Source: an optimization exercise on an open RTL-to-GDS flow (aim: small area, a short achievable clock period and few clock cycles per item). Production flows keep margins and buffers that such runs may drop. Where RTL was checked, it was by simulation tests only, not by an equivalence proof against the original. Only the layout flow was run in run 4; the RTL was not checked for function there. No activity file was given, so power comes from the tool's default toggle rates.

$ cat flow/run.sh
#!/bin/bash
# synth_recipe.tcl (not shown) runs the flow's synth.tcl, then flattens the netlist and writes it again
# the make line also repeats each setting of config.mk as NAME=value (left out here)
make -C /OpenROAD-flow-scripts/flow DESIGN_CONFIG=/design/flow/config.mk WORK_HOME=/design/flow/orfs CLKGATE_MAP_FILE= SYNTH_SCRIPT=/design/flow/synth_recipe.tcl finish
$ cat flow/config.mk
export PLATFORM = sky130hd
export DESIGN_NAME = pib_top
export DESIGN_NICKNAME = pib_top
export VERILOG_FILES = /design/flow/design.v
export SDC_FILE = /design/flow/constraint.sdc
export NUM_CORES = 8
export LEC_CHECK = 0
export CAP_MARGIN = 20
export CORE_MARGIN = 2
export CORE_UTILIZATION = 25
export PLACE_DENSITY = 0.45
export SLEW_MARGIN = 20
$ cat flow/constraint.sdc
create_clock -name core_clock -period 12.0 [get_ports {clk}]
set_input_delay 2.4000 -clock core_clock [delete_from_list [all_inputs] [get_ports {clk}]]
set_output_delay 2.4000 -clock core_clock [all_outputs]
set_load 0.01 [all_outputs]
$ cat flow/design.v
module pib_buf #(
    parameter SIZE = 64
) (
    input  wire              clk,
    input  wire [SIZE-1:0]   we,
    input  wire [8*SIZE-1:0] wdata,
    output wire [8*SIZE-1:0] mem_flat
);
    reg [7:0] mem [0:SIZE-1];
    genvar k;
    generate
        for (k = 0; k < SIZE; k = k + 1) begin : g_byte
            always @(posedge clk)
                if (we[k]) mem[k] <= wdata[8*k +: 8];
            assign mem_flat[8*k +: 8] = mem[k];
        end
    endgenerate
endmodule
module pib_top (
    input  wire        clk,
    input  wire        rst,           
    input  wire        host_valid,
    input  wire        host_write,
    input  wire [1:0]  host_size,     
    input  wire [17:0] host_addr,     
    input  wire [31:0] host_wdata,
    output wire        host_ready,
    output wire [31:0] host_rdata,
    output wire        host_err
);
    localparam FRAME_BUF_SIZE = 64;
    localparam LPM_CAPACITY   = 16;
    localparam [3:0] C_OK = 4'd0, C_TRUNC_HDR = 4'd1, C_TRUNC_ICMP = 4'd2,
                     C_BAD_IHL = 4'd3, C_FRAME_LEN_ERR = 4'd4,
                     C_ENTRY_INVALID = 4'd5, C_TABLE_FULL = 4'd6,
                     C_RANGE_ERR = 4'd7, C_ILLEGAL_CMD = 4'd8;
    reg [31:0] r_cmd;
    reg [3:0]  r_status;
    reg [8:1]  r_errlog;
    reg [15:0] r_frame_len;
    reg [31:0] r_arg0, r_arg1;
    reg [4:0]  r_lpm_count;
    reg        r_hdr_valid;
    reg [7:0]  r_p_ver_ihl;
    reg [15:0] r_p_total_len;
    reg [7:0]  r_p_protocol;
    reg [31:0] r_p_src, r_p_dst;
    reg [5:0]  r_p_plen;            
    reg [7:0]  r_p_icmp_type, r_p_icmp_code;
    reg [15:0] r_p_icmp_cksum, r_p_icmp_id, r_p_icmp_seq;
    reg [31:0] r_m_addr;
    reg        r_m_allow, r_m_hit;
    reg [5:0]  r_m_len;
    reg [1:0]  r_c_verdict;         
    reg [15:0] r_ck_result;
    reg [6:0]  r_r_len;
    reg [31:0] t_key  [0:LPM_CAPACITY-1];
    reg [5:0]  t_plen [0:LPM_CAPACITY-1];
    reg        t_deny [0:LPM_CAPACITY-1];
    reg        busy;
    reg [6:0]  e_p;                 
    reg [15:0] acc;                 
    function [31:0] mask32(input [5:0] n);
        integer b;
        begin
            for (b = 0; b < 32; b = b + 1)
                mask32[b] = (n >= 6'd32 - b);
        end
    endfunction
    function [31:0] csa(input [15:0] a, input [15:0] b, input [15:0] c);
        reg [15:0] cy;
        begin
            cy  = (a & b) | (a & c) | (b & c);
            csa = {cy[14:0], cy[15], a ^ b ^ c};
        end
    endfunction
    function [15:0] eac(input [15:0] a, input [15:0] b);
        reg [16:0] t;
        begin
            t   = {1'b0, a} + {1'b0, b};
            eac = t[15:0] + {15'd0, t[16]};
        end
    endfunction
    function [15:0] swap16(input [15:0] x);
        swap16 = {x[7:0], x[15:8]};
    endfunction
    wire [1:0]  region = host_addr[17:16];
    wire [7:0]  roff   = host_addr[7:0];
    reg reg_known;
    always @(*) begin
        case (roff)
            8'h00, 8'h04, 8'h08, 8'h0C, 8'h10, 8'h14, 8'h18, 8'h1C, 8'h20,
            8'h40, 8'h44, 8'h48, 8'h4C, 8'h50, 8'h54, 8'h58, 8'h5C,
            8'h60, 8'h64, 8'h68, 8'h6C, 8'h70,
            8'h80, 8'h84, 8'h88, 8'h90, 8'h94: reg_known = 1'b1;
            default:                            reg_known = 1'b0;
        endcase
    end
    wire reg_legal   = (region == 2'd0) && (host_addr[15:8] == 8'd0) &&
                       (host_size == 2'd2) && reg_known;
    wire buf_aligned = (host_size == 2'd0) ||
                       (host_size == 2'd1 && host_addr[0] == 1'b0) ||
                       (host_size == 2'd2 && host_addr[1:0] == 2'd0);
    wire buf_legal   = (host_size != 2'd3) && buf_aligned && (host_addr[15:6] == 10'd0);
    wire fbuf_legal  = (region == 2'd1) && buf_legal;
    wire rbuf_legal  = (region == 2'd2) && buf_legal;
    wire acc_legal   = reg_legal || fbuf_legal || rbuf_legal;
    wire idle_wr   = host_valid && host_write && !busy;
    wire reg_wr    = idle_wr && reg_legal;
    wire cmd_write = reg_wr && (roff == 8'h00);
    wire [31:0] w        = host_wdata;
    wire        w_hi0    = (w[31:8] == 24'd0);
    wire        d_nop    = (w[7:0] == 8'h00) && w_hi0;
    wire        d_parse  = (w[7:0] == 8'h01) && w_hi0;
    wire        d_class  = (w[7:0] == 8'h02) && w_hi0;
    wire        d_clear  = (w[7:0] == 8'h10) && w_hi0;
    wire        d_insert = (w[7:0] == 8'h11) && (w[15:14] == 2'd0) && (w[31:17] == 15'd0);
    wire        d_match  = (w[7:0] == 8'h12) && w_hi0;
    wire        d_cksum  = (w[7:0] == 8'h20) && (w[31:9] == 23'd0);
    wire        d_echo   = (w[7:0] == 8'h21) && w_hi0;
    wire [15:0] a_start  = r_arg1[15:0];
    wire [15:0] a_len    = r_arg1[31:16];
    wire [16:0] a_end    = {1'b0, a_start} + {1'b0, a_len};
    wire        ck_bad   = (a_end > 17'd64);
    wire        echo_bad = ck_bad || (a_len > 16'd56);
    wire        ins_bad  = (w[13:8] > 6'd32);
    wire go_multi = cmd_write && ((d_cksum && !ck_bad) || (d_echo && !echo_bad) ||
                                  d_match || (d_insert && !ins_bad));
    wire m_stream = r_cmd[5];                
    wire m_echo   = r_cmd[5] && r_cmd[0];
    wire m_rbuf   = r_cmd[8];                
    wire m_ins    = !r_cmd[5] && r_cmd[0];   
    wire m_byte   = (a_start[1:0] != 2'd0);  
    wire [511:0] fm, rm;
    wire [63:0]  f_we, r_we;
    wire [511:0] r_wd;
    wire [63:0]  f_lanes;
    pib_buf #(.SIZE(FRAME_BUF_SIZE)) u_fbuf (
        .clk(clk), .we(f_we), .wdata({8{f_lanes}}), .mem_flat(fm));
    wire [7:0]  f_b0   = fm[7:0];
    wire [3:0]  f_ihl  = fm[3:0];
    wire [15:0] f_tlen = {fm[2*8 +: 8], fm[3*8 +: 8]};
    wire [7:0]  f_prot = fm[9*8 +: 8];
    wire [31:0] f_src  = {fm[12*8 +: 8], fm[13*8 +: 8], fm[14*8 +: 8], fm[15*8 +: 8]};
    wire [31:0] f_dst  = {fm[16*8 +: 8], fm[17*8 +: 8], fm[18*8 +: 8], fm[19*8 +: 8]};
    wire [3:0] e_idx = busy ? e_p[5:2] : f_ihl;
    wire [3:0] idx   = host_addr[5:2] | ({4{host_write}} & e_idx);
    reg [127:0] fch, rch;    
    always @(*) begin
        case (idx[3:2])
            2'd0: begin fch = fm[127:0];   rch = rm[127:0];   end
            2'd1: begin fch = fm[255:128]; rch = rm[255:128]; end
            2'd2: begin fch = fm[383:256]; rch = rm[383:256]; end
            default: begin fch = fm[511:384]; rch = rm[511:384]; end
        endcase
    end
    function [31:0] cword(input [127:0] c, input [1:0] k);
        reg [127:0] x;
        begin
            x = c >> (32 * k);
            cword = {x[7:0], x[15:8], x[23:16], x[31:24]};
        end
    endfunction
    wire [31:0] fword = cword(fch, idx[1:0]);
    wire [31:0] rword = cword(rch, idx[1:0]);
    function [31:0] steer(input [31:0] wd, input [1:0] sz, input [1:0] a);
        begin
            case (sz)
                2'd0: case (a)
                          2'd0:    steer = {24'd0, wd[31:24]};
                          2'd1:    steer = {24'd0, wd[23:16]};
                          2'd2:    steer = {24'd0, wd[15:8]};
                          default: steer = {24'd0, wd[7:0]};
                      endcase
                2'd1:    steer = a[1] ? {16'd0, wd[15:0]} : {16'd0, wd[31:16]};
                default: steer = wd;
            endcase
        end
    endfunction
    wire [31:0] bword = region[0] ? fword : rword;
    wire p_exam = r_hdr_valid && (r_p_protocol == 8'd1) && (r_p_plen >= 6'd8);
    wire p_echo = p_exam && (r_p_icmp_type == 8'd8);
    reg [31:0] reg_rdata;
    always @(*) begin
        case (roff[7:2])
            6'h00: reg_rdata = r_cmd;
            6'h01: reg_rdata = {28'd0, r_status};
            6'h02: reg_rdata = {23'd0, r_errlog, 1'b0};
            6'h03: reg_rdata = {16'd0, r_frame_len};
            6'h04: reg_rdata = r_arg0;
            6'h05: reg_rdata = r_arg1;
            6'h06: reg_rdata = FRAME_BUF_SIZE;
            6'h07: reg_rdata = LPM_CAPACITY;
            6'h08: reg_rdata = {27'd0, r_lpm_count};
            6'h10: reg_rdata = {28'd0, p_exam && !p_echo, p_echo, p_exam, r_hdr_valid};
            6'h11: reg_rdata = {24'd0, r_p_ver_ihl};
            6'h12: reg_rdata = {16'd0, r_p_total_len};
            6'h13: reg_rdata = {24'd0, r_p_protocol};
            6'h14: reg_rdata = r_p_src;
            6'h15: reg_rdata = r_p_dst;
            6'h16: reg_rdata = {26'd0, r_hdr_valid ? r_p_ver_ihl[3:0] : 4'd0, 2'd0};
            6'h17: reg_rdata = {26'd0, r_p_plen};
            6'h18: reg_rdata = {24'd0, r_p_icmp_type};
            6'h19: reg_rdata = {24'd0, r_p_icmp_code};
            6'h1A: reg_rdata = {16'd0, r_p_icmp_cksum};
            6'h1B: reg_rdata = {16'd0, r_p_icmp_id};
            6'h1C: reg_rdata = {16'd0, r_p_icmp_seq};
            6'h20: reg_rdata = r_m_addr;
            6'h21: reg_rdata = {18'd0, r_m_len, 6'd0, r_m_hit, r_m_allow};
            6'h22: reg_rdata = {30'd0, r_c_verdict};
            6'h24: reg_rdata = {16'd0, r_ck_result};
            6'h25: reg_rdata = {25'd0, r_r_len};
            default: reg_rdata = 32'd0;
        endcase
    end
    assign host_rdata = (region == 2'd0) ? reg_rdata : steer(bword, host_size, host_addr[1:0]);
    assign host_err   = !acc_legal;
    wire [7:0] hl0 = (host_size == 2'd2) ? w[31:24] : (host_size == 2'd1) ? w[15:8] : w[7:0];
    wire [7:0] hl1 = (host_size == 2'd2) ? w[23:16] : w[7:0];
    wire [7:0] hl2 = (host_size != 2'd0) ? w[15:8]  : w[7:0];
    wire [7:0] hl3 = w[7:0];
    wire [31:0] h_lanes = {hl3, hl2, hl1, hl0};       
    reg [3:0] h_be;
    always @(*) begin
        case (host_size)
            2'd0:    h_be = 4'b0001 << host_addr[1:0];
            2'd1:    h_be = host_addr[1] ? 4'b1100 : 4'b0011;
            default: h_be = 4'b1111;
        endcase
    end
    wire h_fwr = idle_wr && fbuf_legal;
    wire h_rwr = idle_wr && rbuf_legal;
    genvar gi;
    generate
        for (gi = 0; gi < 64; gi = gi + 1) begin : g_hwe
            wire hit = (host_addr[5:2] == gi / 4) && h_be[gi % 4];
            assign f_we[gi] = h_fwr && hit;
        end
    endgenerate
    assign f_lanes = {h_lanes, h_lanes};
    wire [6:0] s7 = a_start[6:0];
    wire [6:0] e7 = a_end[6:0];
    wire [6:0] bnd = (m_echo && m_byte) ? e_p + 7'd1 :
                     m_echo             ? {e_p[6:3] + 4'd1, 3'd0} :
                                          {e_p[6:4] + 3'd1, 4'd0};
    wire       e_last = (bnd >= e7);
    wire [6:0] hi_eff = e_last ? e7 : bnd;
    wire [6:0] hrel   = hi_eff - {e_p[6:4], 4'd0};       
    wire [15:0] cmask;
    generate
        for (gi = 0; gi < 16; gi = gi + 1) begin : g_cmask
            assign cmask[gi] = busy && m_stream && (gi >= e_p[3:0]) && (gi < hrel);
        end
    endgenerate
    wire        src_r = !m_echo && m_rbuf;
    wire [127:0] sch  = src_r ? rch : fch;
    wire [15:0] sw [0:7];
    generate
        for (gi = 0; gi < 8; gi = gi + 1) begin : g_sw
            assign sw[gi] = {sch[16*gi +: 8] & {8{cmask[2*gi]}},
                             sch[16*gi + 8 +: 8] & {8{cmask[2*gi+1]}}};
        end
    endgenerate
    wire [31:0] l1a = csa(sw[0], sw[1], sw[2]);
    wire [31:0] l1b = csa(sw[3], sw[4], sw[5]);
    wire [31:0] l1c = csa(sw[6], sw[7], acc);
    wire [31:0] l2a = csa(l1a[15:0], l1a[31:16], l1b[15:0]);
    wire [31:0] l2b = csa(l1b[31:16], l1c[15:0], l1c[31:16]);
    wire [31:0] l3  = csa(l2a[15:0], l2a[31:16], l2b[15:0]);
    wire [31:0] l4  = csa(l3[15:0], l3[31:16], l2b[31:16]);
    wire [15:0] sum_next = eac(l4[15:0], l4[31:16]);
    wire        s_odd  = a_start[0];
    wire [15:0] ck_fin = ~(s_odd ? swap16(sum_next) : sum_next);
    wire [15:0] idsq      = eac(r_arg0[31:16], r_arg0[15:0]);
    wire [15:0] acc_echo0 = s_odd ? swap16(idsq) : idsq;
    wire [63:0]  fch8  = e_p[3] ? fch[127:64] : fch[63:0];
    wire [63:0]  cp8   = a_start[2] ? {fch8[31:0], fch8[63:32]} : fch8;
    wire [7:0]   cpb   = fword[31 - 8*e_p[1:0] -: 8];
    wire [63:0]  e_lanes = m_byte ? {8{cpb}} : cp8;
    wire [6:0]   dlo = e_p - s7 + 7'd8;
    wire [6:0]   dhi = hi_eff - s7 + 7'd8;
    wire         e_copy = busy && m_echo;
    wire         e_fin  = busy && m_echo && e_last;
    wire [63:0] r_lanes = busy ? e_lanes : {h_lanes, h_lanes};
    wire [63:0] e_hdr   = {r_arg0[7:0], r_arg0[15:8], r_arg0[23:16], r_arg0[31:24],
                           ck_fin[7:0], ck_fin[15:8], 16'd0};    
    generate
        for (gi = 0; gi < 64; gi = gi + 1) begin : g_rwe
            wire hhit = (host_addr[5:2] == gi / 4) && h_be[gi % 4];
            wire ehit;
            if (gi < 8) begin : g_lo
                assign ehit = e_fin;
                assign r_wd[8*gi +: 8] = busy ? e_hdr[8*gi +: 8] : r_lanes[8*(gi%8) +: 8];
            end else begin : g_hi
                assign ehit = e_copy && (gi >= dlo) && (gi < dhi);
                assign r_wd[8*gi +: 8] = r_lanes[8*(gi%8) +: 8];
            end
            assign r_we[gi] = (h_rwr && hhit) || ehit;
        end
    endgenerate
    pib_buf #(.SIZE(FRAME_BUF_SIZE)) u_rbuf (
        .clk(clk), .we(r_we), .wdata(r_wd), .mem_flat(rm));
    wire [31:0] icmp_a = fword;                       
    reg  [31:0] icmp_b;                               
    always @(*) begin
        case (f_ihl[1:0])
            2'd0: icmp_b = cword(fch, 2'd1);
            2'd1: icmp_b = cword(fch, 2'd2);
            2'd2: icmp_b = cword(fch, 2'd3);
            default: icmp_b = f_ihl[3] ? {fm[48*8 +: 8], fm[49*8 +: 8], fm[50*8 +: 8], fm[51*8 +: 8]}
                                       : {fm[32*8 +: 8], fm[33*8 +: 8], fm[34*8 +: 8], fm[35*8 +: 8]};
        endcase
    end
    wire [15:0] L        = r_frame_len;
    wire        pf_len   = (L > 16'd64);
    wire        pf_short = (L < 16'd20);
    wire        p_load   = !pf_len && !pf_short;
    wire        pf_ihl   = (f_ihl < 4'd5);
    wire [6:0]  p_hl     = {1'b0, f_ihl, 2'b00};
    wire        pf_trunc = (L[6:0] < p_hl);
    wire        p_hdr    = p_load && !pf_ihl && !pf_trunc;
    wire [6:0]  p_pay    = L[6:0] - p_hl;
    wire        p_icmp   = p_hdr && (f_prot == 8'd1);
    wire        pf_ticmp = p_icmp && (p_pay < 7'd8);
    wire        p_ex     = p_icmp && !pf_ticmp;
    wire        p_ech    = p_ex && (icmp_a[31:24] == 8'd8);
    wire [3:0]  p_code   = pf_len ? C_FRAME_LEN_ERR : pf_short ? C_TRUNC_HDR :
                           pf_ihl ? C_BAD_IHL : pf_trunc ? C_TRUNC_HDR :
                           pf_ticmp ? C_TRUNC_ICMP : C_OK;
    wire        p_ok     = (p_code == C_OK);
    wire [31:0] lpm_a = busy ? r_arg0 : f_dst;
    wire [15:0] cov;
    wire [5:0]  plv [0:15];
    generate
        for (gi = 0; gi < 16; gi = gi + 1) begin : g_lpm
            assign plv[gi] = t_plen[gi];
            assign cov[gi] = (gi < r_lpm_count) &&
                             ((lpm_a & mask32(t_plen[gi])) == t_key[gi]);
        end
    endgenerate
    reg [15:0] cand;
    reg [5:0]  mlen;
    reg [15:0] bitv;
    integer bi, ei;
    always @(*) begin
        cand = cov;
        for (bi = 5; bi >= 0; bi = bi - 1) begin
            for (ei = 0; ei < 16; ei = ei + 1) bitv[ei] = plv[ei][bi];
            mlen[bi] = |(cand & bitv);
            if (mlen[bi]) cand = cand & bitv;
        end
    end
    wire l_hit = |cov;
    reg  l_deny;
    always @(*) begin
        l_deny = 1'b0;
        for (ei = 0; ei < 16; ei = ei + 1) l_deny = l_deny | (cand[ei] & t_deny[ei]);
    end
    wire [5:0]  i_plen = r_cmd[13:8];
    wire        i_deny = r_cmd[16];
    wire [31:0] i_key  = r_arg0 & mask32(i_plen);
    wire [15:0] dup;
    generate
        for (gi = 0; gi < 16; gi = gi + 1) begin : g_dup
            assign dup[gi] = cov[gi] && (t_plen[gi] == i_plen);
        end
    endgenerate
    wire i_dup  = |dup;
    wire i_full = r_lpm_count[4];
    wire i_app  = busy && !m_stream && m_ins && !i_dup && !i_full;
    integer ti;
    always @(posedge clk) begin
        for (ti = 0; ti < LPM_CAPACITY; ti = ti + 1) begin
            if (i_app && r_lpm_count[3:0] == ti) begin
                t_key[ti]  <= i_key;
                t_plen[ti] <= i_plen;
            end
            if ((i_app && r_lpm_count[3:0] == ti) ||
                (busy && !m_stream && m_ins && dup[ti]))
                t_deny[ti] <= i_deny;
        end
    end
    reg        fin;           
    reg [3:0]  fin_code;
    always @(*) begin
        fin = 1'b0;
        fin_code = C_OK;
        if (busy) begin
            if (m_stream) begin
                fin = e_last;
            end else begin
                fin = 1'b1;
                if (m_ins && !i_dup && i_full) fin_code = C_TABLE_FULL;
            end
        end else if (cmd_write) begin
            if (d_nop || d_clear) begin
                fin = 1'b1;
            end else if (d_parse || d_class) begin
                fin = 1'b1;
                fin_code = p_code;
            end else if (d_insert) begin
                fin = ins_bad;
                fin_code = C_ENTRY_INVALID;
            end else if (d_match) begin
                fin = 1'b0;
            end else if (d_cksum) begin
                fin = ck_bad;
                fin_code = C_RANGE_ERR;
            end else if (d_echo) begin
                fin = echo_bad;
                fin_code = C_RANGE_ERR;
            end else begin
                fin = 1'b1;
                fin_code = C_ILLEGAL_CMD;
            end
        end
    end
    assign host_ready = busy ? (!m_stream || e_last) : (host_valid && !go_multi);
    always @(posedge clk) begin
        if (rst) begin
            busy            <= 1'b0;
            e_p             <= 7'd0;
            acc             <= 16'd0;
            r_cmd           <= 32'd0;
            r_status        <= 4'd0;
            r_errlog        <= 8'd0;
            r_frame_len     <= 16'd0;
            r_arg0          <= 32'd0;
            r_arg1          <= 32'd0;
            r_lpm_count     <= 5'd0;
            r_hdr_valid     <= 1'b0;
            r_p_ver_ihl     <= 8'd0;
            r_p_total_len   <= 16'd0;
            r_p_protocol    <= 8'd0;
            r_p_src         <= 32'd0;
            r_p_dst         <= 32'd0;
            r_p_plen        <= 6'd0;
            r_p_icmp_type   <= 8'd0;
            r_p_icmp_code   <= 8'd0;
            r_p_icmp_cksum  <= 16'd0;
            r_p_icmp_id     <= 16'd0;
            r_p_icmp_seq    <= 16'd0;
            r_m_addr        <= 32'd0;
            r_m_allow       <= 1'b0;
            r_m_hit         <= 1'b0;
            r_m_len         <= 6'd0;
            r_c_verdict     <= 2'd0;
            r_ck_result     <= 16'd0;
            r_r_len         <= 7'd0;
        end else begin
            if (reg_wr) begin
                case (roff)
                    8'h00: r_cmd <= w;
                    8'h08: r_errlog <= r_errlog & ~w[8:1];
                    8'h0C: r_frame_len <= w[15:0];
                    8'h10: r_arg0 <= w;
                    8'h14: r_arg1 <= w;
                    default: ;
                endcase
            end
            if (fin) begin
                r_status <= fin_code;
                if (fin_code != C_OK) r_errlog[fin_code] <= 1'b1;
            end
            if (cmd_write) begin
                if (go_multi) busy <= 1'b1;
                e_p <= s7;
                acc <= d_echo ? acc_echo0 : 16'd0;
                if (d_clear) r_lpm_count <= 5'd0;
                if (d_parse || d_class) begin
                    r_hdr_valid    <= p_hdr;
                    r_p_ver_ihl    <= p_load ? f_b0   : 8'd0;
                    r_p_total_len  <= p_load ? f_tlen : 16'd0;
                    r_p_protocol   <= p_load ? f_prot : 8'd0;
                    r_p_src        <= p_load ? f_src  : 32'd0;
                    r_p_dst        <= p_load ? f_dst  : 32'd0;
                    r_p_plen       <= p_hdr  ? p_pay[5:0] : 6'd0;
                    r_p_icmp_type  <= p_ex   ? icmp_a[31:24] : 8'd0;
                    r_p_icmp_code  <= p_ech  ? icmp_a[23:16] : 8'd0;
                    r_p_icmp_cksum <= p_ech  ? icmp_a[15:0]  : 16'd0;
                    r_p_icmp_id    <= p_ech  ? icmp_b[31:16] : 16'd0;
                    r_p_icmp_seq   <= p_ech  ? icmp_b[15:0]  : 16'd0;
                end
                if (d_class) begin
                    r_m_addr    <= p_ok ? f_dst : 32'd0;
                    r_m_hit     <= p_ok && l_hit;
                    r_m_allow   <= p_ok && l_hit && !l_deny;
                    r_m_len     <= p_ok ? mlen : 6'd0;
                    r_c_verdict <= p_ok ? 2'b01 : 2'b10;
                end
            end
            if (busy) begin
                if (m_stream) begin
                    e_p <= bnd;
                    acc <= sum_next;
                    if (e_last) begin
                        busy <= 1'b0;
                        if (m_echo) r_r_len <= a_len[6:0] + 7'd8;
                        else        r_ck_result <= ck_fin;
                    end
                end else begin
                    busy <= 1'b0;
                    if (!m_ins) begin
                        r_m_addr  <= r_arg0;
                        r_m_hit   <= l_hit;
                        r_m_allow <= l_hit && !l_deny;
                        r_m_len   <= mlen;
                    end else if (i_app) begin
                        r_lpm_count <= r_lpm_count + 5'd1;
                    end
                end
            end
        end
    end
endmodule
==> results.txt, run 1 <==
- Overflow after GRT: 0
- Fill cells: approximately 44000
- Fin worst setup slack: ~550 ps
- Dpl cells: 15600
- Final Util: between 20 and 30%
- Number of remaining DRC errors: 0
- Leak: 42.7 nW
- Avg Cell Area, Syn: 11.3 um2
- PD cells: 123 nW/um2
- Top FF cell, synth: edfxtp_1
- Tmin final: 11450 ps
- Avg WL per Cell: 38.8 um
- Slew Limit Headroom: 7.11%
- GPL Wtd Cong: 1.04
- Clock H-tree levels: 4
- Crit path DAT: 12150 ps
- Asr flop ratio synth: 0%
- DP HPWL: 463000 um
- Min-delay src: r_p_dst[13]
- Final Non-Filler Cells: 16000
- First-pass GRT wire length: 819000 um
- Clock slew at reported path FFs: roughly 70 ps
- Fin. Hold Viols: 0
- Slowest CP cell: fa_2
- Worst Reg-to-Reg Cells: 65
- Post-Syn Nets: 9945
- Post-synth top area share: between 40% and 50%
- Hold-fix buffers, CTS: 0
- Fin. max-slew vios: 0
- Worst hold slack: 450 ps
- Drt via density: 5.89
- Tot GR Track Use: a little over a quarter
- DRT iter0 DRCs: 15600
- Dpl ws: -356 ps
- Crit path from: r_arg1[0]
- Peak VDD IR: 0.129 mV
- Initial antenna violation count: 97
- Top post-synthesis cells by area: edfxtp_1 (45%), mux4_2 (7.3%), dfxtp_1 (7.1%), nand2_1 (3.7%), a21oi_1 (3.6%)
- Final Cycle Share: 95.4%
- CTS tree: yes
- Most instantiated cells after synthesis: edfxtp_1 (1648), nand2_1 (1080), a21oi_1 (783), nor2_1 (602), clkbuf_1 (568)
- Clk sink count: between 2000 and 2500
- Max Clk Rate: 0.0873 GHz
- Mapped cell area: 109000 um2
- Fraction of layout cells with a size suffix above 1: 18.0%
- Number of global-route vias before repair: a little under 90000
- CTS Buf Count: 232
- Final setup violation count: 0
- #FFs+latches synth: 2033
- Crit Path Category: register to register
- Clk root buf: clkbuf_16
- Most frequent cell after synthesis: edfxtp_1
- Hold Path Depth: 2
- EDFF count, synth: 1648
- Register area share after synthesis: about 53%
- # nets final: between 10000 and 15000
- Reg-to-Reg End: u_rbuf.mem[2][7]
- Core footprint: 434000 um2
- Synth Warn #: 6
- CTS max path bufs: 4
- Largest stage delay on the critical path: 590 ps
- Clock latency (worst-skew pair): 1020 ps
- Die height: between 600 and 700 um
- CP most frequent cell: a21oi_2
- Reg2reg setup slack: 550 ps
- Setup Skew: about 150 ps
- Crit path launch type: register
- Area leader, netlist: edfxtp_1
- Starting Density: 25.1%
- Hold Path Class: register to register
- Status: complete, no violations
- Worst reg2reg startpoint: r_arg1[0]
- Least-Margin Pin Slew: 1380 ps
- I/O pin cnt: 90
- WL final: slightly above 600000 um
- P&R area growth vs syn: 19.2%
- CP max FO: 6
- Post-route ant nets: 0
- Die area: roughly 440000 um2
- Endpoint, Worst Hold: r_p_dst[13]
- # rows: 242
- Pre-Repair DR Iteration Count: 12
- Max_cap viols: 0
- WP data required: 12690 ps
- Largest net degree at the start of global routing: 155
- Yosys cell types: 105
- Via count: 94500
- PortBufs: 89
- Die width: 664 um
- Worst Setup End Kind: register
- Post-Syn Instances: around 9700
## critical path, delay by kind of cell, from the launching register on
family	cells	cell delay, ps
xor+xnor	4	640
buf+inv	12	1320
mux	1	220
simple gates	15	1310
flops	1	330
compound gates	22	3200
fa+ha+maj	11	4110
## stage by stage
stage	power, mW	cell area, um2	TNS [ps]
3_3_place_gp	8.66	121000	-14640
4_1_cts	16.0	129000	0
2_1_floorplan	8.14	109000	0
5_1_grt	16.2	130000	-64.4
3_5_place_dp	8.66	122000	-4260
6_report	15.9	130000	0
## registers in the layout (all words and copies together), names as in the netlist, 8 cells and up
register	flops
t_key	512
u_fbuf.mem	512
u_rbuf.mem	512
t_plen	96
r_arg0	32
r_arg1	32
r_cmd	32
r_m_addr	32
r_p_dst	32
r_p_src	32
acc	16
r_ck_result	16
r_frame_len	16
r_p_icmp_cksum	16
r_p_icmp_id	16
r_p_icmp_seq	16
r_p_total_len	16
t_deny	16
r_errlog	8
r_p_icmp_code	8
r_p_icmp_type	8
r_p_protocol	8
r_p_ver_ihl	8
## cell families (layout without fill, tap and decap cells)
group / Yosys count / count (layout) / share of synthesized area, %
and+or+nand+nor: 2828 / 2828 / 12.1
AOI/OAI and AO/OA: 2501 / 2501 / 15.2
DFF: 2033 / 2033 / 52.5
buffers and inverters: 1061 / 1667 / 3.77
muxes: 531 / 531 / 9.09
xor gates and xnor gates: 486 / 486 / 3.91
adders and majority gates: 225 / 225 / 3.40
other: 0 / 32 / 0
## area by class of cell
cell class	count	area, um2	area share [%]
clock buffer	294	6190	4.77
sequential	2033	57200	44.1
inverter	348	1310	1.01
clock inverter	129	1450	1.12
antenna	32	80.1	0.0617
timing repair buffer	896	7450	5.74
tap	5734	7170	5.53
multi-input combinational	6571	48900	37.7
## worst max-delay path by stage
| stage | end | slack, ps | cells after the start |
|---|---|---|---|
| 6_report | u_rbuf.mem[2][7] | 550 | 65 |
| 3_5_place_dp | u_rbuf.mem[2][7] | -360 | 60 |
| 3_3_place_gp | u_rbuf.mem[3][7] | -690 | 60 |
| 5_1_grt | u_rbuf.mem[2][7] | -40 | 66 |
| 2_1_floorplan | u_rbuf.mem[3][7] | 10 | 48 |
| 4_1_cts | u_rbuf.mem[2][7] | 40 | 64 |
## metal layers
layer | vias up | global-route usage, % | part of all wire [%]
met1 | 48500 | 35.8 | 40
met4 | 24 | 14.7 | 6.6
met5 | - | 0 | 0.041
met2 | 6815 | 40.4 | 43
met3 | 1409 | 7.20 | 11
li1 | 37700 | - | -
## placed cells by master, fill, tap and decap left out, types with 93 or more instances in the layout
| cell | instances |
|---|---|
| edfxtp_1 | 1648 |
| nand2_1 | 1070 |
| buf_4 | 765 |
| a21oi_1 | 754 |
| nor2_1 | 566 |
| dfxtp_1 | 374 |
| mux4_2 | 352 |
| inv_1 | 343 |
| xnor2_1 | 339 |
| a211oi_1 | 299 |
| nand3_1 | 244 |
| o21ai_0 | 237 |
| clkbuf_16 | 234 |
| a22oi_1 | 203 |
| nor3_1 | 195 |
| nand4_1 | 184 |
| xor2_1 | 145 |
| nor4_1 | 127 |
| a31oi_1 | 125 |
| a21o_1 | 115 |
| fa_1 | 115 |
| ha_1 | 101 |
| mux2_2 | 97 |
| o22ai_1 | 95 |
| and2_1 | 93 |
## power by group
group,internal [mW],switching (mW),total [mW],leakage (nW)
logic,0.270,0.680,0.950,20.9
registers,7.60,0.00000301,7.60,18.1
clock network,4.15,3.21,7.36,3.70
## timing repair
item	in CTS	in global routing
gates resized for setup	6	42
pin swaps	0	29
setup endpoints to repair	28	43
buffers inserted	0	8
Testbench counts, summed over its fixed seeds: cycles 39,988, items 1,200.
==> run 2, diff against run 1 <==
--- a/flow/config.mk
+++ b/flow/config.mk
@@ -5,8 +5,10 @@
 export SDC_FILE = /design/flow/constraint.sdc
 export NUM_CORES = 8
 export LEC_CHECK = 0
+export ABC_CLOCK_PERIOD_IN_PS = 6000
 export CAP_MARGIN = 20
 export CORE_MARGIN = 2
 export CORE_UTILIZATION = 25
 export PLACE_DENSITY = 0.45
+export SETUP_SLACK_MARGIN = 4.5
 export SLEW_MARGIN = 20
==> run 2 against run 1 <==
Against the previous run:
- die area unchanged
- via count up 0.65%
- still clean on timing, DRC and antenna
- first-iteration DRC count down 2.0%
- synthesized area unchanged
- worst setup slack better by 270 ps
- largest cell class unchanged
- global-route usage down 0.79 points
- cell area up 3.5%
- flip-flop and latch count unchanged
- register-to-register slack better by 270 ps
==> results.txt, run 2 <==
- Final Cycle Share: 93.2% (-2.3 points)
- Post-route ant nets: 0 (unchanged)
- Dpl ws: 142 ps (+498 ps)
- Most instantiated cells after synthesis: edfxtp_1 (1648), nand2_1 (1080), a21oi_1 (783), nor2_1 (602), clkbuf_1 (568)
- Number of remaining DRC errors: 0 (unchanged)
- Avg Cell Area, Syn: 11.3 um2 (unchanged)
- WP buf/inv: 8 (-4)
- Internal: 12.0 mW (-0.11%)
- Tmin final: 11180 ps (-273 ps)
- Final setup violation count: 0 (unchanged)
- EDFF count, synth: 1648 (unchanged)
- Slowest CP cell: fa_1
- Worst hold slack: 451 ps (+0.539 ps)
- Die width: 664 um (unchanged)
- CTS tree: yes
- WP data required: 12720 ps (+30 ps)
- Worst Setup End Kind: register
- RSZ-0062 raised after global routing: true
- Compound-Gate Fraction of Synth Area: 15.2% (unchanged)
- Clock slew at reported path FFs: 60 ps (about the same)
- DP HPWL: 429000 um (-7.3%)
- Post-synth top area share: 45.5% (unchanged)
- Die height: 664 um (unchanged)
- Peak VDD IR: 0.133 mV (+3.0%)
- Fin. Hold Viols: 0 (unchanged)
- Slew Limit Headroom: 12.5% (+5.4 points)
- Max Clk Rate: 0.0894 GHz (+2.4%)
- Delay-heaviest family, CP: adder cells
- Crit Path Category: register to register
- Clock H-tree levels: 4 (unchanged)
- #FFs+latches synth: 2033 (unchanged)
- Area leader, netlist: edfxtp_1
- Leak: 44.2 nW (+3.5%)
- Largest stage delay on the critical path: 580 ps (about the same)
- Asr flop ratio synth: 0% (unchanged)
- GPL Wtd Cong: 1.00 (-3.8%)
- Biggest regs: t_key (512), u_fbuf.mem (512), u_rbuf.mem (512)
- I/O pin cnt: 90 (unchanged)
- WL final: 605000 um (-2.7%)
- Final Util: 31.0% (+1.1 points)
- Main combinational cell family by area after synthesis: compound AO/OA/AOI/OAI gates
- Fraction of layout cells with a size suffix above 1: 22.2% (+4.2 points)
- Comb power frac: 7.1% (+1.1 points)
- Number of global-route vias before repair: 89100 (+1.1%)
- Yosys cell types: 105 (unchanged)
- # nets final: 10500 (+0.91%)
- # rows: 242 (unchanged)
- Sw Share: 24.4% (about the same)
- Most frequent cell after synthesis: edfxtp_1
- Adder-cell share of the synthesized area: 3.40% (unchanged)
- Wire length on met2: 260000 um (-2.3%)
- Register area share after synthesis: 52.5% (unchanged)
- Core footprint: 434000 um2 (unchanged)
- Mux cell area share after synthesis: 9.09% (unchanged)
- Most frequent cells in the layout: edfxtp_1 (1648), nand2_1 (1063), buf_4 (702)
- Setup Skew: 123 ps (-29.9 ps)
- Synth Warn #: 6 (unchanged)
- Top routing layer used: met5
- Top FF cell, synth: edfxtp_1
- Clk root buf: clkbuf_16
- P&R area growth vs syn: 23.4%
- CTS max path bufs: 4 (unchanged)
- Avg WL per Cell: 37.5 um (-3.4%)
- Status: complete, no violations
- Drt via density: 5.89 (about the same)
- Initial antenna violation count: 66 (-32%)
- Wl on met1: 236000 um (-4.7%)
- Starting Density: 25.1% (unchanged)
- Crit path launch type: register
- Pre-Repair DR Iteration Count: 7 (-5)
- Crit path DAT: 11900 ps (-250 ps)
- PortBufs: 89 (unchanged)
- Reg power frac: 47.8% (about the same)
- DRT iter0 DRCs: 15300 (-2.0%)
- Least-Margin Pin Slew: 1310 ps (-76.1 ps)
- Switching pwr: 3.88 mW (-0.18%)
- Mapped cell area: 109000 um2 (unchanged)
- Final Instance Area: 134000 um2 (+3.5%)
- Clock latency (worst-skew pair): 1010 ps (about the same)
- PD cells: 118 nW/um2 (-3.5%)
- Fin. max-slew vios: 0 (unchanged)
- Power share of the clock group: 45.1% (-1.2 points)
- Placed Area: 120000 um2 (-1.2%)
- First-pass GRT wire length: 802000 um (-2.0%)
- Synth Area in XOR/XNOR: 3.91% (unchanged)
- Post-Syn Instances: 9665 (unchanged)
- Routed wl met3: 62800 um (-7.0%)
- CP most frequent cell: a21oi_2
- Post-Syn Nets: 9945 (unchanged)
- Largest net degree at the start of global routing: 79 (-49%)
- Overflow after GRT: 0 (unchanged)
- Synth Area in Simple Gates: 12.1% (unchanged)
- Hold Path Class: register to register
- Die area: 441000 um2 (unchanged)
- CTS Buf Count: 224 (-3.4%)
- Fin worst setup slack: 819 ps (+273 ps)
- Clk sink count: 2033 (unchanged)
- Max_cap viols: 0 (unchanged)
- Most common cell after layout, fill and taps aside: edfxtp_1
- Via count: 95100 (+0.65%)
- Top post-synthesis cells by area: edfxtp_1 (45%), mux4_2 (7.3%), dfxtp_1 (7.1%), nand2_1 (3.7%), a21oi_1 (3.6%)
- Tot GR Track Use: 26.3% (-0.79 points)
- CP max FO: 7 (+1)
## run 2: final timing paths
path	start	endpoint	slack, ps	cells after the start
min	r_p_dst[21]	r_p_dst[21]	450	2
max reg2reg	r_arg1[0]	u_rbuf.mem[2][7]	820	61
min reg2reg	r_p_dst[21]	r_p_dst[21]	450	2
max	r_arg1[0]	u_rbuf.mem[2][7]	820	61
## run 2: what timing repair did
item	CTS	global route
gates cloned	16	0
pin swaps	185	78
setup buffers	281	31
resized for setup	762	117
hold buffers	0	0
setup endpoints to repair	566	159
## run 2: final cells by class
| cell class | instances | area (um2) |
|---|---|---|
| clock inverters | 120 | 1220 |
| fillers | 43800 | 300000 |
| well taps | 5734 | 7170 |
| diodes | 48 | 120 |
| clock buffers | 293 | 6120 |
| multi-input cells | 6575 | 51500 |
| flip-flops and latches | 2033 | 57200 |
| repair buffers | 994 | 9670 |
| inverters | 348 | 1310 |
## run 2: metrics by stage
stage | TNS [ps] | instances | total power [mW]
after floorplan | 0 | 9665 | 8.15
after global placement | -65.1 | 15300 | 8.61
after detailed placement | 0 | 15300 | 8.61
after CTS | 0 | 16100 | 15.9
after global routing | 0 | 16100 | 16.2
final | 0 | 16100 | 15.9
## run 2: logic make-up after synthesis
logic type | after synthesis
compound gates | 2501
mux | 531
simple gates | 2828
buf+inv | 1061
xor+xnor | 486
fa+ha+maj | 225
flops | 2033
## run 2: tightest hold or removal path: stages (launching register included)
cell and delay [ps]:
dfxtp_1 310, nand2_1 50, a21oi_1 50
## run 2: power groups by stage
stage,Combinational (mW),Sequential [mW],Clock [mW]
6_report,1.12,7.60,7.16
3_3_place_gp,0.859,7.75,0
3_5_place_dp,0.863,7.75,0
4_1_cts,1.06,7.60,7.24
2_1_floorplan,0.396,7.75,0
5_1_grt,1.13,7.59,7.48
## run 2: routing by layer
layer  vias up  GRT usage [%]
met5         -              0
met4        26           17.0
met3      1558           5.65
met2      6860           39.2
met1     48700           34.6
li1      38000              -
==> run 3, diff against run 2 <==
--- a/flow/config.mk
+++ b/flow/config.mk
@@ -8,7 +8,9 @@
 export ABC_CLOCK_PERIOD_IN_PS = 6000
 export CAP_MARGIN = 20
 export CORE_MARGIN = 2
-export CORE_UTILIZATION = 25
-export PLACE_DENSITY = 0.45
+export CORE_UTILIZATION = 55
+export CTS_BUF_LIST = sky130_fd_sc_hd__clkbuf_4 sky130_fd_sc_hd__clkbuf_8
+export CTS_CLUSTER_SIZE = 30
+export PLACE_DENSITY = 0.65
 export SETUP_SLACK_MARGIN = 4.5
 export SLEW_MARGIN = 20
==> run 3 against run 2 <==
Against the previous run:
- the layout now fails its checks (antenna violations)
- sequential power about the same
- global-route usage rose by 28 points
- critical path depth did not move
- synthesized cell count is the same
- critical path type is now register to primary output
- critical endpoint is now host_ready
==> results.txt, run 3 <==
- Max Clk Rate: 0.0885 GHz (-1.1%)
- Fill cells: 14600 (-67%)
- CTS Buf Count: 356 (+59%)
- Final Instance Area: 131000 um2 (-2.2%)
- Top FF cell, synth: edfxtp_1
- Number of global-route vias before repair: 92600 (+4.0%)
- GR Util met1: 69.7% (+35 points)
- Tot GR Track Use: 54.4% (+28 points)
- Hold Path Class: register to register
- CP max FO: 2 (-5)
- Peak VDD IR: 0.155 mV (+17%)
- Hold-fix buffers, CTS: 0 (unchanged)
- Slowest CP cell: fa_2
- Synth Warn #: 6 (unchanged)
- Asr flop ratio synth: 0% (unchanged)
- Largest stage delay on the critical path: 400 ps (-180 ps)
- Adder-cell share of the synthesized area: 3.40% (unchanged)
- CP most frequent cell: buf_6
- Biggest regs: t_key (512), u_fbuf.mem (512), u_rbuf.mem (512)
- DP HPWL: 391000 um (-8.8%)
- Most instantiated cells after synthesis: edfxtp_1 (1648), nand2_1 (1080), a21oi_1 (783), nor2_1 (602), clkbuf_1 (568)
- GPL Wtd Cong: 1.14 (+14%)
- Setup Skew: 90.5 ps (-33.0 ps)
- Synth Area in XOR/XNOR: 3.91% (unchanged)
- #FFs+latches synth: 2033 (unchanged)
- DRT iter0 DRCs: 22700 (+48%)
- Failed Checks: antenna violations
- Die height: 449 um (-32%)
- Overflow after GRT: 0 (unchanged)
- Busiest grt layer: met1
- CTS tree: yes
- Clk sink count: 2033 (unchanged)
- CTS max path bufs: 4 (unchanged)
- Fraction of layout cells with a size suffix above 1: 25.0% (+2.8 points)
- Compound-Gate Fraction of Synth Area: 15.2% (unchanged)
- Dpl ws: 437 ps (+295 ps)
- Avg Cell Area, Syn: 11.3 um2 (unchanged)
- Clock slew at reported path FFs: 60 ps (about the same)
- Die area: 201000 um2 (-54%)
- Top post-synthesis cells by area: edfxtp_1 (45%), mux4_2 (7.3%), dfxtp_1 (7.1%), nand2_1 (3.7%), a21oi_1 (3.6%)
- Core footprint: 197000 um2 (-55%)
- Crit Path Category: register to primary output
- Least-Margin Pin Slew: 1340 ps (+36.3 ps)
- P&R area growth vs syn: 20.7%
- I/O pin cnt: 90 (unchanged)
- Final Cycle Share: 94.2% (+1.0 points)
- Post-Syn Nets: 9945 (unchanged)
- RSZ-0062 raised after global routing: true
- Fin. max-slew vios: 0 (unchanged)
- Yosys cell types: 105 (unchanged)
- Via count: 103000 (+7.9%)
- Clock H-tree levels: 5 (+1)
- First-pass GRT wire length: 756000 um (-5.8%)
- Main combinational cell family by area after synthesis: compound AO/OA/AOI/OAI gates
- EDFF count, synth: 1648 (unchanged)
- Most frequent cells in the layout: edfxtp_1 (1648), nand2_1 (1054), buf_4 (697)
- WL final: 570000 um (-5.8%)
- Initial antenna violation count: 75 (+14%)
- Area leader, netlist: edfxtp_1
- Crit path launch type: register
- Max_cap viols: 0 (unchanged)
- PortBufs: 89 (unchanged)
- Post-Syn Instances: 9665 (unchanged)
- Leak: 44.9 nW (+1.5%)
- Mapped cell area: 109000 um2 (unchanged)
- Avg WL per Cell: 42.5 um (+14%)
- Met2 Resource Use GR: 68.8% (+30 points)
- Pre-Repair DR Iteration Count: 10 (+3)
- Clk root buf: clkbuf_8
- Post-synth top area share: 45.5% (unchanged)
- Most common cell after layout, fill and taps aside: edfxtp_1
- Worst Setup End Kind: primary output
- Fin worst setup slack: 697 ps (-123 ps)
- Starting Density: 55.2% (+30 points)
- Post-route ant nets: 1 (+1)
- Setup_tns: 0 ps (unchanged)
- Most frequent cell after synthesis: edfxtp_1
- Register area share after synthesis: 52.5% (unchanged)
- Crit path DAT: 8900 ps (-3000 ps)
- Fin. Hold Viols: 0 (unchanged)
- WP data required: 9600 ps (-3120 ps)
- # rows: 163 (-33%)
- Clock latency (worst-skew pair): 1170 ps (+160 ps)
- Die width: 449 um (-32%)
- Mux cell area share after synthesis: 9.09% (unchanged)
- Final setup violation count: 0 (unchanged)
- Drt via density: 7.66 (+30%)
- Synth Area in Simple Gates: 12.1% (unchanged)
- Status: finished with violations
- Grt met3 use: 31.1% (+25 points)
- Largest net degree at the start of global routing: 101 (+28%)
- PD cells: 118 nW/um2 (-0.29%)
- Tmin final: 11300 ps (+123 ps)
- Number of remaining DRC errors: 0 (unchanged)
- Slew Limit Headroom: 10.1% (-2.3 points)
- # nets final: 10600 (+1.6%)
- Placed Area: 115000 um2 (-4.1%)
[run 3: logic make-up after synthesis]
family	after synthesis
xor gates and xnor gates	486
DFF	2033
and+or+nand+nor	2828
AOI/OAI and AO/OA	2501
adders and majority gates	225
buffers and inverters	1061
muxes	531
[run 3: where the power goes]
group	internal (mW)	switching [mW]	total, mW	leakage [nW]
registers	7.60	0.00000292	7.60	18.1
clock network	3.74	3.10	6.84	3.86
logic	0.362	0.688	1.05	22.9
[run 3: per-stage QoR]
stage | std cells | utilization [%] | hold WS (ps) | power [mW]
6_report | 13400 | 66.7 | 454 | 15.5
3_3_place_gp | 12200 | 58.4 | 437 | 8.52
3_5_place_dp | 12200 | 58.5 | 444 | 8.52
5_1_grt | 13300 | 66.6 | 467 | 15.7
2_1_floorplan | 9665 | - | 431 | 8.15
4_1_cts | 13100 | 65.2 | 452 | 15.3
[run 3: metal layers]
metal	vias to the layer above	wire, um
met2	11700	215000
met4	52	48200
met1	49700	193000
li1	38500	-
met3	2782	113000
met5	-	1310
[run 3: path summary, 6_finish.rpt]
kind	startpoint	to	slack (ps)	cells past startpoint
worst max register to register	r_arg1[16]	r_ck_result[10]	710	62
worst min-delay path	r_p_src[6]	r_p_src[6]	450	2
worst max-delay path	r_arg1[16]	host_ready	700	61
worst min register to register	r_p_src[6]	r_p_src[6]	450	2
[run 3: critical path, delay by kind of cell (launching register included)]
family	cells	cell delay, ps
AO/OA/AOI/OAI	3	550
XOR/XNOR	1	150
adder cells (fa/ha/maj)	2	560
buffers and inverters	47	4980
flip-flops	1	360
AND/OR/NAND/NOR	8	1030
[run 3: final cells by class]
class	count	area, um2	share of cell area [%]
clock inverter	137	1170	0.890
antenna	140	350	0.267
inverter	348	1320	1.00
timing repair buffer	1033	10100	7.71
sequential	2033	57200	43.6
clock buffer	494	6120	4.66
multi-input combinational	6574	51800	39.4
tap	2640	3300	2.51
[run 3: repair_timing]
item | in CTS | in global routing
hold endpoints to repair | 0 | 0
pin swaps | 197 | 111
cloned | 10 | 4
resized for setup | 825 | 233
setup buffers | 305 | 131
setup endpoints to repair | 96 | 356
==> run 4, diff against run 3 <==
--- a/flow/design.v
+++ b/flow/design.v
@@ -60,6 +60,10 @@
     reg        busy;
     reg [6:0]  e_p;                 
     reg [15:0] acc;                 
+    reg [6:0]  e_end;               
+    reg [6:0]  e_q, e_qn;           
+    reg [6:0]  e_dend;              
+    reg        r_ck_bad, r_echo_bad;    
     function [31:0] mask32(input [5:0] n);
         integer b;
         begin
@@ -75,10 +79,21 @@
         end
     endfunction
     function [15:0] eac(input [15:0] a, input [15:0] b);
-        reg [16:0] t;
+        reg [15:0] g, p, G, P;
+        integer k, d;
         begin
-            t   = {1'b0, a} + {1'b0, b};
-            eac = t[15:0] + {15'd0, t[16]};
+            g = a & b;
+            p = a ^ b;
+            G = g;
+            P = p;
+            for (d = 1; d < 16; d = d * 2)
+                for (k = 15; k >= d; k = k - 1) begin
+                    G[k] = G[k] | (P[k] & G[k-d]);
+                    P[k] = P[k] & P[k-d];
+                end
+            eac[0] = p[0] ^ G[15];
+            for (k = 1; k < 16; k = k + 1)
+                eac[k] = p[k] ^ (G[k-1] | (P[k-1] & G[15]));
         end
     endfunction
     function [15:0] swap16(input [15:0] x);
@@ -120,9 +135,13 @@
     wire        d_echo   = (w[7:0] == 8'h21) && w_hi0;
     wire [15:0] a_start  = r_arg1[15:0];
     wire [15:0] a_len    = r_arg1[31:16];
-    wire [16:0] a_end    = {1'b0, a_start} + {1'b0, a_len};
-    wire        ck_bad   = (a_end > 17'd64);
-    wire        echo_bad = ck_bad || (a_len > 16'd56);
+    wire        ck_bad   = r_ck_bad;
+    wire        echo_bad = r_echo_bad;
+    wire [31:0] arg1_nx  = (reg_wr && roff == 8'h14) ? w : r_arg1;
+    wire [7:0]  arg1_sum = {1'b0, arg1_nx[6:0]} + {1'b0, arg1_nx[22:16]};
+    wire        ck_bad_nx = (arg1_nx[15:7] != 9'd0) || (arg1_nx[31:23] != 9'd0) ||
+                            (arg1_sum > 8'd64);
+    wire        echo_bad_nx = ck_bad_nx || (arg1_nx[22:16] > 7'd56);
     wire        ins_bad  = (w[13:8] > 6'd32);
     wire go_multi = cmd_write && ((d_cksum && !ck_bad) || (d_echo && !echo_bad) ||
                                   d_match || (d_insert && !ins_bad));
@@ -239,17 +258,19 @@
     endgenerate
     assign f_lanes = {h_lanes, h_lanes};
     wire [6:0] s7 = a_start[6:0];
-    wire [6:0] e7 = a_end[6:0];
     wire [6:0] bnd = (m_echo && m_byte) ? e_p + 7'd1 :
                      m_echo             ? {e_p[6:3] + 4'd1, 3'd0} :
                                           {e_p[6:4] + 3'd1, 4'd0};
-    wire       e_last = (bnd >= e7);
-    wire [6:0] hi_eff = e_last ? e7 : bnd;
-    wire [6:0] hrel   = hi_eff - {e_p[6:4], 4'd0};       
+    wire       e_last = (bnd >= e_end);
+    wire       end_here = (e_end[6:4] == e_p[6:4]);    
     wire [15:0] cmask;
     generate
         for (gi = 0; gi < 16; gi = gi + 1) begin : g_cmask
-            assign cmask[gi] = busy && m_stream && (gi >= e_p[3:0]) && (gi < hrel);
+            wire lt_bnd = !m_echo ? 1'b1 :
+                          m_byte  ? (gi == e_p[3:0]) :
+                                    (e_p[3] || gi < 8);
+            wire lt_end = !end_here || (gi < e_end[3:0]);
+            assign cmask[gi] = busy && m_stream && (gi >= e_p[3:0]) && lt_bnd && lt_end;
         end
     endgenerate
     wire        src_r = !m_echo && m_rbuf;
@@ -277,8 +298,6 @@
     wire [63:0]  cp8   = a_start[2] ? {fch8[31:0], fch8[63:32]} : fch8;
     wire [7:0]   cpb   = fword[31 - 8*e_p[1:0] -: 8];
     wire [63:0]  e_lanes = m_byte ? {8{cpb}} : cp8;
-    wire [6:0]   dlo = e_p - s7 + 7'd8;
-    wire [6:0]   dhi = hi_eff - s7 + 7'd8;
     wire         e_copy = busy && m_echo;
     wire         e_fin  = busy && m_echo && e_last;
     wire [63:0] r_lanes = busy ? e_lanes : {h_lanes, h_lanes};
@@ -292,7 +311,7 @@
                 assign ehit = e_fin;
                 assign r_wd[8*gi +: 8] = busy ? e_hdr[8*gi +: 8] : r_lanes[8*(gi%8) +: 8];
             end else begin : g_hi
-                assign ehit = e_copy && (gi >= dlo) && (gi < dhi);
+                assign ehit = e_copy && (gi >= e_q) && (gi < e_qn) && (gi < e_dend);
                 assign r_wd[8*gi +: 8] = r_lanes[8*(gi%8) +: 8];
             end
             assign r_we[gi] = (h_rwr && hhit) || ehit;
@@ -447,7 +466,11 @@
             r_c_verdict     <= 2'd0;
             r_ck_result     <= 16'd0;
             r_r_len         <= 7'd0;
+            r_ck_bad        <= 1'b0;
+            r_echo_bad      <= 1'b0;
         end else begin
+            r_ck_bad   <= ck_bad_nx;
+            r_echo_bad <= echo_bad_nx;
             if (reg_wr) begin
                 case (roff)
                     8'h00: r_cmd <= w;
@@ -464,7 +487,11 @@
             end
             if (cmd_write) begin
                 if (go_multi) busy <= 1'b1;
-                e_p <= s7;
+                e_p    <= s7;
+                e_end  <= s7 + a_len[6:0];
+                e_dend <= a_len[6:0] + 7'd8;
+                e_q    <= 7'd8;
+                e_qn   <= m_byte ? 7'd9 : (7'd16 - {4'd0, s7[2:0]});
                 acc <= d_echo ? acc_echo0 : 16'd0;
                 if (d_clear) r_lpm_count <= 5'd0;
                 if (d_parse || d_class) begin
@@ -491,11 +518,13 @@
             end
             if (busy) begin
                 if (m_stream) begin
-                    e_p <= bnd;
-                    acc <= sum_next;
+                    e_p  <= bnd;
+                    e_q  <= e_qn;
+                    e_qn <= e_qn + (m_byte ? 7'd1 : 7'd8);
+                    acc  <= sum_next;
                     if (e_last) begin
                         busy <= 1'b0;
-                        if (m_echo) r_r_len <= a_len[6:0] + 7'd8;
+                        if (m_echo) r_r_len <= e_dend;
                         else        r_ck_result <= ck_fin;
                     end
                 end else begin
==> flow/config.mk (replaced) <==
export PLATFORM = sky130hd
export DESIGN_NAME = pib_top
export DESIGN_NICKNAME = pib_top
export VERILOG_FILES = /design/flow/design.v
export SDC_FILE = /design/flow/constraint.sdc
export NUM_CORES = 8
export LEC_CHECK = 0
export CAP_MARGIN = 20
export CORE_MARGIN = 2
export CORE_UTILIZATION = 45
export PLACE_DENSITY = 0.6
export SETUP_SLACK_MARGIN = 4.5
export SLEW_MARGIN = 20
==> run 4 against run 3 <==
Against the previous run:
- now clean on timing, DRC and antenna
- cell count rose by 1.7%
- cell area rose by 0.68%
- non-clock buffer count rose by 44
- fmax rose by 24%
- critical endpoint is now u_rbuf.mem[3][4]
==> results.txt, run 4 <==
- Worst hold slack: 453 ps (-1.48 ps)
- Most common cell after layout, fill and taps aside: edfxtp_1
- Register area share after synthesis: 53.5% (+0.94 points)
- Sw Share: 24.6% (+0.15 points)
- First-pass GRT wire length: 798000 um (+5.6%)
- Slew Limit Headroom: 12.2% (+2.0 points)
- Power share of the clock group: 44.5% (+0.3 points)
- Via count: 97900 (-4.6%)
- Dpl cells: 12600 (+3.6%)
- Comb power frac: 6.9% (about the same)
- PortBufs: 89 (unchanged)
- Fill cells: 20400 (+40%)
- Fin. max-slew vios: 0 (unchanged)
- Asr flop ratio synth: 0% (unchanged)
- # rows: 180 (+10%)
- Clock latency (worst-skew pair): 970 ps (-200 ps)
- CP max FO: 18 (+16)
- Pre-Repair DR Iteration Count: 7 (-3)
- Clock H-tree levels: 4 (-1)
- Slowest CP cell: mux4_2
- CTS max path bufs: 3 (-1)
- Post-synth top area share: 46.4% (+0.89 points)
- Overflow after GRT: 0 (unchanged)
- #FFs+latches synth: 2063 (+1.5%)
- Most frequent cell after synthesis: edfxtp_1
- Crit path DAT: 9760 ps (+860 ps)
- Starting Density: 45.2% (-10 points)
- Drt via density: 7.18 (-6.2%)
- Leak: 43.1 nW (-3.8%)
- Top FF cell, synth: edfxtp_1
- Register area: 58100 um2 (+1.5%)
- Die width: 495 um (+10%)
- WL final: 602000 um (+5.6%)
- Mapped cell area: 109000 um2 (-0.24%)
- Die height: 495 um (+10%)
- CP most frequent cell: inv_1
- Setup_tns: 0 ps (unchanged)
- DRT iter0 DRCs: 17700 (-22%)
- P&R area growth vs syn: 21.8%
- Clk root buf: clkbuf_16
- Clock slew at reported path FFs: 70 ps (about the same)
- PD cells: 120 nW/um2 (+2.0%)
- GPL Wtd Cong: 1.11 (-2.5%)
- WP data required: 12660 ps (+3060 ps)
- Clk sink count: 2063 (+1.5%)
- Die area: 245000 um2 (+22%)
- Wl on met1: 198000 um (+2.7%)
- Core footprint: 240000 um2 (+22%)
- Number of global-route vias before repair: 89800 (-2.9%)
- Most frequent cells in the layout: edfxtp_1 (1676), nand2_1 (1135), buf_4 (751)
- Max_cap viols: 0 (unchanged)
- Largest stage delay on the critical path: 660 ps (+260 ps)
- Yosys cell types: 104 (-0.95%)
- Max Clk Rate: 0.110 GHz (+24%)
- Area of the multi-input gates: 50600 um2 (-2.3%)
- Crit path launch type: input port
- Fin. Hold Viols: 0 (unchanged)
- Avg Cell Area, Syn: 11.3 um2 (+0.62%)
- Avg WL per Cell: 44.1 um (+3.8%)
- Wire length on met2: 253000 um (+18%)
- Switching pwr: 3.91 mW (+3.3%)
- Final Util: 55.0% (-12 points)
- Post-Syn Instances: 9582 (-0.86%)
- Area leader, netlist: edfxtp_1
- Fraction of layout cells with a size suffix above 1: 24.1% (-0.94 points)
- Post-Syn Nets: 9835 (-1.1%)
- Hold Path Class: register to register
- EDFF count, synth: 1676 (+1.7%)
- Post-route ant nets: 0 (-1)
- CTS tree: yes
- Reg power frac: 48.6% (-0.5 points)
- Least-Margin Pin Slew: 1320 ps (-26.4 ps)
- Initial antenna violation count: 82 (+9.3%)
- CTS Buf Count: 223 (-37%)
- Most instantiated cells after synthesis: edfxtp_1 (1676), nand2_1 (1157), a21oi_1 (774), nor2_1 (588), clkbuf_1 (574)
- Top post-synthesis cells by area: edfxtp_1 (46%), mux4_2 (7.3%), dfxtp_1 (7.1%), nand2_1 (4.0%), a21oi_1 (3.6%)
- Status: complete, no violations
- Hold-fix buffers, CTS: 0 (unchanged)
- Tot GR Track Use: 48.1% (-6.3 points)
- Synth Warn #: 6 (unchanged)
- Setup Skew: 75.8 ps (-14.7 ps)
- Final Cycle Share: 75.9% (-18 points)
- RSZ-0062 raised after global routing: true
- Worst Setup End Kind: register
- # nets final: 10400 (-1.8%)
- Number of remaining DRC errors: 0 (unchanged)
- Final Non-Filler Cells: 13600 (+1.7%)
- Final setup violation count: 0 (unchanged)
- Top routing layer used: met5
- Tmin final: 9110 ps (-2200 ps)
- Biggest regs: t_key (512), u_fbuf.mem (512), u_rbuf.mem (512)
- Routed wl met3: 81600 um (-28%)
- Peak VDD IR: 0.155 mV (-0.32%)
- Crit Path Category: input port to register
- Largest net degree at the start of global routing: 148 (+47%)
- I/O pin cnt: 90 (unchanged)
- DP HPWL: 415000 um (+6.0%)
- Internal: 12.0 mW (+2.5%)
-- run 4: final timing paths --
path / cells past startpoint / endpoint / start / slack [ps]
min reg2reg: 2 / r_p_src[31] / r_p_src[31] / 450
max reg2reg: 42 / u_rbuf.mem[3][4] / u_fbuf.mem[0][2] / 3110
max: 36 / u_rbuf.mem[3][4] / host_addr[5] / 2890
min: 2 / r_p_src[31] / r_p_src[31] / 450
-- run 4: cell type report --
cell class	instances	share of cell area, %
multi-input combinational	6470	38.2
sequential	2063	43.9
clock buffer	272	4.45
tap	3185	3.01
timing repair buffer	1077	8.11
inverter	344	0.988
clock inverter	143	1.13
antenna	77	0.146
-- run 4: kinds of logic after synthesis --
family,after synthesis,synth area share (%)
AND/OR/NAND/NOR,2793,11.7
AO/OA/AOI/OAI,2491,15.2
flip-flops,2063,53.5
buffers and inverters,1053,3.76
multiplexers,509,8.88
XOR/XNOR,475,3.83
adder cells (fa/ha/maj),198,3.09
-- run 4: layer usage --
layer / global-route usage, % / vias to the layer above
li1: - / 37800
met1: 56.8 / 48400
met2: 69.4 / 9209
met3: 16.3 / 2566
met4: 43.3 / 32
met5: 0 / -
-- run 4: worst max-delay path, delay by kind of cell --
kind                     cells  cell delay (ps)
AO/OA/AOI/OAI               15             2090
adder cells (fa/ha/maj)      5             2480
buffers and inverters        8             1010
multiplexers                 2              940
AND/OR/NAND/NOR              6              780
-- run 4: through the flow --
stage | power, mW | worst slack (ps) | area, um2
after floorplan | 8.29 | 2370 | 109000
after global placement | 8.70 | 853 | 115000
after detailed placement | 8.71 | 794 | 116000
after CTS | 15.8 | 2840 | 130000
after global routing | 16.2 | 2710 | 132000
final | 15.9 | 2890 | 132000
-- run 4: power by group through the flow --
stage	logic, mW	clock network [mW]	registers [mW]
after CTS	1.01	7.07	7.73
after global placement	0.822	0	7.88
final	1.11	7.08	7.73
after global routing	1.10	7.34	7.72
after detailed placement	0.829	0	7.88
after floorplan	0.418	0	7.87
-- run 4: timing repair --
action,4_1_cts,5_1_grt
cloned,26,3
pin swaps,140,114
resized for setup,803,279
setup buffers,385,107
setup endpoints to repair,94,90

## static timing again, ports no longer ideal
In the flow no input, the clock included, has a driving cell. The finished layouts below were timed again as built, in two steps. Step 1, drivers: a clkbuf_16 drives clk and a buf_2 each remaining input, both assumed. Step 2, shift: input delay + t, output delay - t, t = (earliest + latest rising clock arrival at the registers) / 2. This alone moves slack from input paths to output paths. Three values: ideal, step 1, step 2; two values: the first two.
run | t (ns) | setup slack, ns | worst setup path at the end | cell pins on the clock port's net
run 1 | 1.059 | 0.546 / 0.546 / 0.469 | input to register | 1
run 2 | 1.061 | 0.819 / 0.819 / 0.819 | register to register | 1
run 3 | 1.245 | 0.697 / 0.591 / 0.709 | register to register | 1
run 4 | 1.022 | 2.893 / 2.887 / 1.865 | input to register | 1
For run 4, which loses most, drivers alone change the setup slack by -0.006 ns; drivers and shift together by -1.028 ns.
